From an optimization exercise on the open Yosys and OpenROAD flow, aimed at small area, a short achievable clock period and few clock cycles per item; shortcuts taken in it are not production practice.
RTL that was checked went through simulation tests only; none was proved equivalent to the original.
Power figures rest on the tool's default switching activity, not on a simulated workload.

run P:
==> module lbm_pair, before the edit <==
module lbm_pair (
    input  wire [159:0] audio,      
    output wire [79:0]  pkeys       
);
    function gt8(input [7:0] a, input [7:0] b);
        integer i;
        reg g, n;
        begin
            g = 1'b0; n = 1'b1;
            for (i = 7; i >= 0; i = i - 1) begin
                g = g | (n & a[i] & ~b[i]);
                n = n & (a[i] | ~b[i]);
            end
            gt8 = g;
        end
    endfunction
    genvar j;
    generate
        for (j = 0; j < 10; j = j + 1) begin : g_pair
            wire [7:0] s0 = audio[16*j +: 8];
            wire [7:0] s1 = audio[16*j+8 +: 8];
            wire [7:0] k0 = {s0[6:0] ^ {7{~s0[7]}}, ~s0[7]};
            wire [7:0] k1 = {s1[6:0] ^ {7{~s1[7]}}, ~s1[7]};
            assign pkeys[8*j +: 8] = gt8(k0, k1) ? k0 : k1;
        end
    endgenerate
endmodule
==> module lbm_peak, before the edit <==
module lbm_peak (
    input  wire [79:0] keys,
    output wire [7:0]  pkey
);
    wire [9:0] alive [0:8];
    assign alive[8] = 10'h3FF;
    genvar j, b;
    generate
        for (b = 7; b >= 0; b = b - 1) begin : g_bit
            wire [9:0] hit;
            for (j = 0; j < 10; j = j + 1) begin : g_j
                assign hit[j] = alive[b+1][j] & keys[8*j+b];
            end
            assign pkey[b]  = |hit;
            assign alive[b] = pkey[b] ? hit : alive[b+1];
        end
    endgenerate
endmodule
==> module lbm_dsp, before the edit <==
module lbm_dsp (
    input  wire         clk,
    input  wire         rst,
    input  wire         in_valid,
    output wire         in_ready,
    input  wire [1:0]   in_op,        
    input  wire         in_mode,      
    input  wire [7:0]   in_raw,       
    input  wire [159:0] in_audio,     
    output reg          out_valid,
    output reg  [6:0]   out_target,
    output wire [15:0]  out_vu,
    output wire [7:0]   out_r,
    output wire [7:0]   out_g,
    output wire [7:0]   out_b
);
    localparam OP_TARGET = 2'd0;
    localparam OP_VUSAMP = 2'd1;
    localparam OP_VUMAX  = 2'd2;
    assign in_ready = 1'b1;
    reg         c_valid;
    reg [1:0]   c_op;
    reg         c_mode;
    reg [7:0]   c_raw;
    reg [79:0]  c_pair;      
    wire [79:0] pair;
    lbm_pair u_pair (.audio(in_audio), .pkeys(pair));
    always @(posedge clk) begin
        c_valid <= in_valid & ~rst;
        c_op    <= in_op;
        c_mode  <= in_mode;
        c_raw   <= in_raw;
        c_pair  <= pair;
    end
    wire [6:0] target;
    lbm_curve u_curve (.raw(c_raw), .mode(c_mode), .target(target));
    wire [7:0] pkey;
    lbm_peak u_peak (.keys(c_pair), .pkey(pkey));
    wire       d_valid  = c_valid;
    wire       d_samp   = c_valid & (c_op == OP_VUSAMP);
    wire       d_vmax   = c_valid & (c_op == OP_VUMAX);
    wire [7:0] d_pkey   = pkey;
    wire [6:0] d_target = (c_op == OP_TARGET) ? target : 7'd0;
    reg [15:0] vu_state;
    reg [7:0]  win0, win1, win2;    
    reg [7:0]  col_r;
    reg [5:0]  col_g;
    wire [31:0] wkeys = {win2, win1, win0, d_pkey};
    wire [3:0]  walive [0:8];
    wire [7:0]  skey;
    assign walive[8] = 4'hF;
    genvar wb, wj;
    generate
        for (wb = 7; wb >= 0; wb = wb - 1) begin : g_wbit
            wire [3:0] hit;
            for (wj = 0; wj < 4; wj = wj + 1) begin : g_wj
                assign hit[wj] = walive[wb+1][wj] & wkeys[8*wj+wb];
            end
            assign skey[wb]   = |hit;
            assign walive[wb] = skey[wb] ? hit : walive[wb+1];
        end
    endgenerate
    wire [7:0] sig  = {1'b0, skey[7:1]} + {7'd0, skey[0]};    
    wire [15:0] decay  = vu_state + {4'hF, ~vu_state[15:4]} + {15'd0, ~|vu_state[3:0]};
    reg         hi_gt, hi_ge;
    integer     ai;
    always @(*) begin
        hi_gt = 1'b0; hi_ge = 1'b1;
        for (ai = 15; ai >= 8; ai = ai - 1) begin
            hi_gt = hi_gt | (hi_ge & sig[ai-8] & ~vu_state[ai]);
            hi_ge = hi_ge & (sig[ai-8] | ~vu_state[ai]);
        end
    end
    wire        attack = hi_gt | (hi_ge & (vu_state[7:0] == 8'd0));
    wire        dzero  = (vu_state <= 16'd273);    
    wire [8:0] didx = {1'b0, decay[15:8]} + {8'd0, decay[7]};
    reg  [6:0] idx;
    always @(*) begin
        if (d_vmax)
            idx = 7'd127;
        else if (attack)
            idx = sig[7] ? 7'd127 : sig[6:0];
        else if (dzero)
            idx = 7'd0;
        else
            idx = (didx[8] | didx[7]) ? 7'd127 : didx[6:0];
    end
    wire [7:0] nr;
    wire [5:0] ng;
    lbm_vu_color u_color (.idx(idx), .r(nr), .g(ng));
    always @(posedge clk) begin
        if (rst) begin
            vu_state <= 16'd0;
            win0 <= 8'd0; win1 <= 8'd0; win2 <= 8'd0;
            col_r <= 8'd0;
            col_g <= 6'd0;
            out_valid <= 1'b0;
        end else begin
            out_valid <= d_valid;
            if (d_samp) begin
                vu_state <= attack ? {sig, 8'd0} : dzero ? 16'd0 : decay;
                win0 <= d_pkey; win1 <= win0; win2 <= win1;
            end else if (d_vmax) begin
                vu_state <= 16'hFFFF;
            end
            if (d_samp | d_vmax) begin
                col_r <= nr;
                col_g <= ng;
            end
        end
        out_target <= d_target;
    end
    assign out_vu = vu_state;
    assign out_r  = col_r;
    assign out_g  = {2'd0, col_g};
    assign out_b  = 8'd0;
endmodule
==> flow/config.mk <==
export PLATFORM = sky130hd
export DESIGN_NAME = lbm_dsp
export DESIGN_NICKNAME = lbm_dsp
export VERILOG_FILES = /design/flow/design.v
export SDC_FILE = /design/flow/constraint.sdc
export NUM_CORES = 4
export LEC_CHECK = 0
export ABC_AREA = 1
export CAP_MARGIN = 20
export CORE_MARGIN = 2
export CORE_UTILIZATION = 55
export SLEW_MARGIN = 50
==> flow/constraint.sdc <==
create_clock -name core_clock -period 70.0 [get_ports {clk}]
set_input_delay 14.0000 -clock core_clock [delete_from_list [all_inputs] [get_ports {clk}]]
set_output_delay 14.0000 -clock core_clock [all_outputs]
set_load 0.01 [all_outputs]
standard.sh (not shown) runs the stock make flow with config.mk's settings and CLKGATE_MAP_FILE= SYNTH_SCRIPT=/design/flow/synth_recipe.tcl, a recipe that flattens the netlist after the stock synthesis.
==> flow/flow/run.sh <==
#!/bin/bash
# The standard layout (standard.sh), with three changes to how it is built:
#  - synthesis is the standard one (synth_recipe.tcl and ORFS's synth.tcl,
#    unchanged) except that ABC maps the logic with flow/abc_area.script, an
#    area-oriented &nf mapping, in place of ORFS's abc_area.script. ORFS's
#    scripts are copied to abc_scripts/ with that one file replaced, and
#    only the synth step is run with SCRIPTS_DIR pointing there. Flip-flops
#    are mapped by dfflibmap before ABC runs, so the registers are the
#    standard synthesis's;
#  - port buffers are sky130_fd_sc_hd__buf_1 (buffer_ports -buffer_cell)
#    instead of the cell buffer_ports picks by itself;
#  - clock tree synthesis adds no dummy loads and builds the tree of
#    sky130_fd_sc_hd__clkbuf_8 only.
# Every tool's output goes to the ORFS logs under orfs/logs; make's own
# output goes to synth.log and standard.log here.
set -euo pipefail
rm -rf abc_scripts
cp -r "$FLOW_HOME/scripts" abc_scripts
cp flow/abc_area.script abc_scripts/abc_area.script
export BUFFER_PORTS_ARGS="-buffer_cell sky130_fd_sc_hd__buf_1"
export CTS_ARGS="-sink_clustering_enable -repair_clock_nets -dont_use_dummy_load -buf_list sky130_fd_sc_hd__clkbuf_8"
SCRIPTS_DIR="$PWD/abc_scripts" bash standard.sh synth > synth.log 2>&1
bash standard.sh finish > standard.log 2>&1
==> flow/flow/abc_area.script <==
strash
&get -n
&dch -f
&nf -R 1000 -p
&put
Testbench counts of run P, summed over its fixed seeds: cycles 16,016, items 16,000.
--- input diff run P..run K ---
==> flow/design.v, changed modules only <==
module lbm_pair (
    input  wire [159:0] audio,      
    output wire [79:0]  psamp       
);
    function ge8(input [7:0] a, input [7:0] b);
        integer i;
        reg g, n;
        begin
            g = 1'b0; n = 1'b1;
            for (i = 7; i >= 0; i = i - 1) begin
                g = g | (n & a[i] & ~b[i]);
                n = n & (a[i] | ~b[i]);
            end
            ge8 = g | n;
        end
    endfunction
    function cy8(input [7:0] a, input [7:0] b);
        integer i;
        reg c;
        begin
            c = 1'b0;
            for (i = 0; i < 8; i = i + 1)
                c = (a[i] & b[i]) | (c & (a[i] | b[i]));
            cy8 = c;
        end
    endfunction
    genvar j;
    generate
        for (j = 0; j < 10; j = j + 1) begin : g_pair
            wire [7:0] a = audio[16*j +: 8];
            wire [7:0] b = audio[16*j+8 +: 8];
            wire a_wins = ~(ge8(a, b) ^ cy8(a, b));
            assign psamp[8*j +: 8] = a_wins ? a : b;
        end
    endgenerate
endmodule
module lbm_peak (
    input  wire [79:0] samp,        
    output wire [7:0]  pkey
);
    wire [79:0] keys;
    genvar k;
    generate
        for (k = 0; k < 10; k = k + 1) begin : g_key
            assign keys[8*k +: 8] = {samp[8*k +: 7] ^ {7{~samp[8*k+7]}}, ~samp[8*k+7]};
        end
    endgenerate
    wire [9:0] alive [0:8];
    assign alive[8] = 10'h3FF;
    genvar j, b;
    generate
        for (b = 7; b >= 0; b = b - 1) begin : g_bit
            wire [9:0] hit;
            for (j = 0; j < 10; j = j + 1) begin : g_j
                assign hit[j] = alive[b+1][j] & keys[8*j+b];
            end
            assign pkey[b]  = |hit;
            assign alive[b] = pkey[b] ? hit : alive[b+1];
        end
    endgenerate
endmodule
module lbm_dsp (
    input  wire         clk,
    input  wire         rst,
    input  wire         in_valid,
    output wire         in_ready,
    input  wire [1:0]   in_op,        
    input  wire         in_mode,      
    input  wire [7:0]   in_raw,       
    input  wire [159:0] in_audio,     
    output reg          out_valid,
    output reg  [6:0]   out_target,
    output wire [15:0]  out_vu,
    output wire [7:0]   out_r,
    output wire [7:0]   out_g,
    output wire [7:0]   out_b
);
    localparam OP_TARGET = 2'd0;
    localparam OP_VUSAMP = 2'd1;
    localparam OP_VUMAX  = 2'd2;
    assign in_ready = 1'b1;
    reg         c_valid;
    reg [1:0]   c_op;
    reg         c_mode;
    reg [7:0]   c_raw;
    reg [79:0]  c_pair;      
    wire [79:0] pair;
    lbm_pair u_pair (.audio(in_audio), .psamp(pair));
    always @(posedge clk) begin
        c_valid <= in_valid & ~rst;
        c_op    <= in_op;
        c_mode  <= in_mode;
        c_raw   <= in_raw;
        c_pair  <= pair;
    end
    wire [6:0] target;
    lbm_curve u_curve (.raw(c_raw), .mode(c_mode), .target(target));
    wire [7:0] pkey;
    lbm_peak u_peak (.samp(c_pair), .pkey(pkey));
    wire       d_valid  = c_valid;
    wire       d_samp   = c_valid & (c_op == OP_VUSAMP);
    wire       d_vmax   = c_valid & (c_op == OP_VUMAX);
    wire [7:0] d_pkey   = pkey;
    wire [6:0] d_target = (c_op == OP_TARGET) ? target : 7'd0;
    reg [15:0] vu_state;
    reg [7:0]  win0, win1, win2;    
    reg [7:0]  col_r;
    reg [5:0]  col_g;
    wire [31:0] wkeys = {win2, win1, win0, d_pkey};
    wire [3:0]  walive [0:8];
    wire [7:0]  skey;
    assign walive[8] = 4'hF;
    genvar wb, wj;
    generate
        for (wb = 7; wb >= 0; wb = wb - 1) begin : g_wbit
            wire [3:0] hit;
            for (wj = 0; wj < 4; wj = wj + 1) begin : g_wj
                assign hit[wj] = walive[wb+1][wj] & wkeys[8*wj+wb];
            end
            assign skey[wb]   = |hit;
            assign walive[wb] = skey[wb] ? hit : walive[wb+1];
        end
    endgenerate
    wire [7:0] sig  = {1'b0, skey[7:1]} + {7'd0, skey[0]};    
    wire [15:0] decay  = vu_state + {4'hF, ~vu_state[15:4]} + {15'd0, ~|vu_state[3:0]};
    reg         hi_gt;
    integer     ai;
    always @(*) begin
        hi_gt = 1'b0;
        for (ai = 8; ai < 16; ai = ai + 1)
            hi_gt = (sig[ai-8] & ~vu_state[ai]) | (~(sig[ai-8] ^ vu_state[ai]) & hi_gt);
    end
    wire        attack = hi_gt | ((sig == vu_state[15:8]) & (vu_state[7:0] == 8'd0));
    wire        dzero  = (vu_state <= 16'd273);    
    wire [8:0] didx = {1'b0, decay[15:8]} + {8'd0, decay[7]};
    reg  [6:0] idx;
    always @(*) begin
        if (d_vmax)
            idx = 7'd127;
        else if (attack)
            idx = sig[7] ? 7'd127 : sig[6:0];
        else if (dzero)
            idx = 7'd0;
        else
            idx = (didx[8] | didx[7]) ? 7'd127 : didx[6:0];
    end
    wire [7:0] nr;
    wire [5:0] ng;
    lbm_vu_color u_color (.idx(idx), .r(nr), .g(ng));
    always @(posedge clk) begin
        if (rst) begin
            vu_state <= 16'd0;
            win0 <= 8'd0; win1 <= 8'd0; win2 <= 8'd0;
            col_r <= 8'd0;
            col_g <= 6'd0;
            out_valid <= 1'b0;
        end else begin
            out_valid <= d_valid;
            if (d_samp) begin
                vu_state <= attack ? {sig, 8'd0} : dzero ? 16'd0 : decay;
                win0 <= d_pkey; win1 <= win0; win2 <= win1;
            end else if (d_vmax) begin
                vu_state <= 16'hFFFF;
            end
            if (d_samp | d_vmax) begin
                col_r <= nr;
                col_g <= ng;
            end
        end
        out_target <= d_target;
    end
    assign out_vu = vu_state;
    assign out_r  = col_r;
    assign out_g  = {2'd0, col_g};
    assign out_b  = 8'd0;
endmodule
==> comparison <==
Run K has completed all stages; timing, DRC and antenna checks passed. [compare] base=run P new=run K: adder-cell area share of the yosys netlist higher; floorplan die width went up; overall routed net length has increased; worst setup slack moved up. Run P -> run K: ratio of routed vias to standard cells increased by a few percent. Looking at cell type of the slowest stage on the worst timing path, the sky130_fd_sc_hd__buf_1 result is from run P; the sky130_fd_sc_hd__xor2_2 one comes from run K. Reported for run P and run K, count of endpoints failing setup in the final report turned out identical to the last digit. As of run K, mean cell area of the mapped netlist had fallen by a few percent compared to run P. Run K vs run P: final total power up by a little under 10%. Relative to run P, cell area increased by 410 sq um in run K.
Only the layout flow was run in run K; the RTL was not checked for function there.

==> what the ideal ports hide <==
The flow's constraints put no driver on any port. The routed layouts listed below were extracted and timed again, unchanged, in two steps. Step 1, drivers: a clkbuf_16 drives clk and a buf_2 each remaining input, both assumed. Step 2 adds t to the input delays and takes it off the output delays; t is the mean of the earliest and latest rising clock arrival at the registers after step 1. Input paths then give back, and output paths get back, about the clock's delay inside the block. a / b / c = no drivers / after step 1 / after step 2; a / b = the first two.
| run | shift t [ns] | setup WS [ns] | worst hold slack (ns) |
|---|---|---|---|
| run P | 0.488 | 54.097 / 54.110 / 53.622 | 0.454 / 0.454 / 0.454 |
| run K | 0.481 | 54.240 / 54.254 / 53.773 | 0.460 / 0.460 / 0.460 |
After both steps setup and hold are still met in every run listed. The setup slack of run P, which loses most, moves by +0.013 ns with the drivers and by -0.475 ns with both steps.
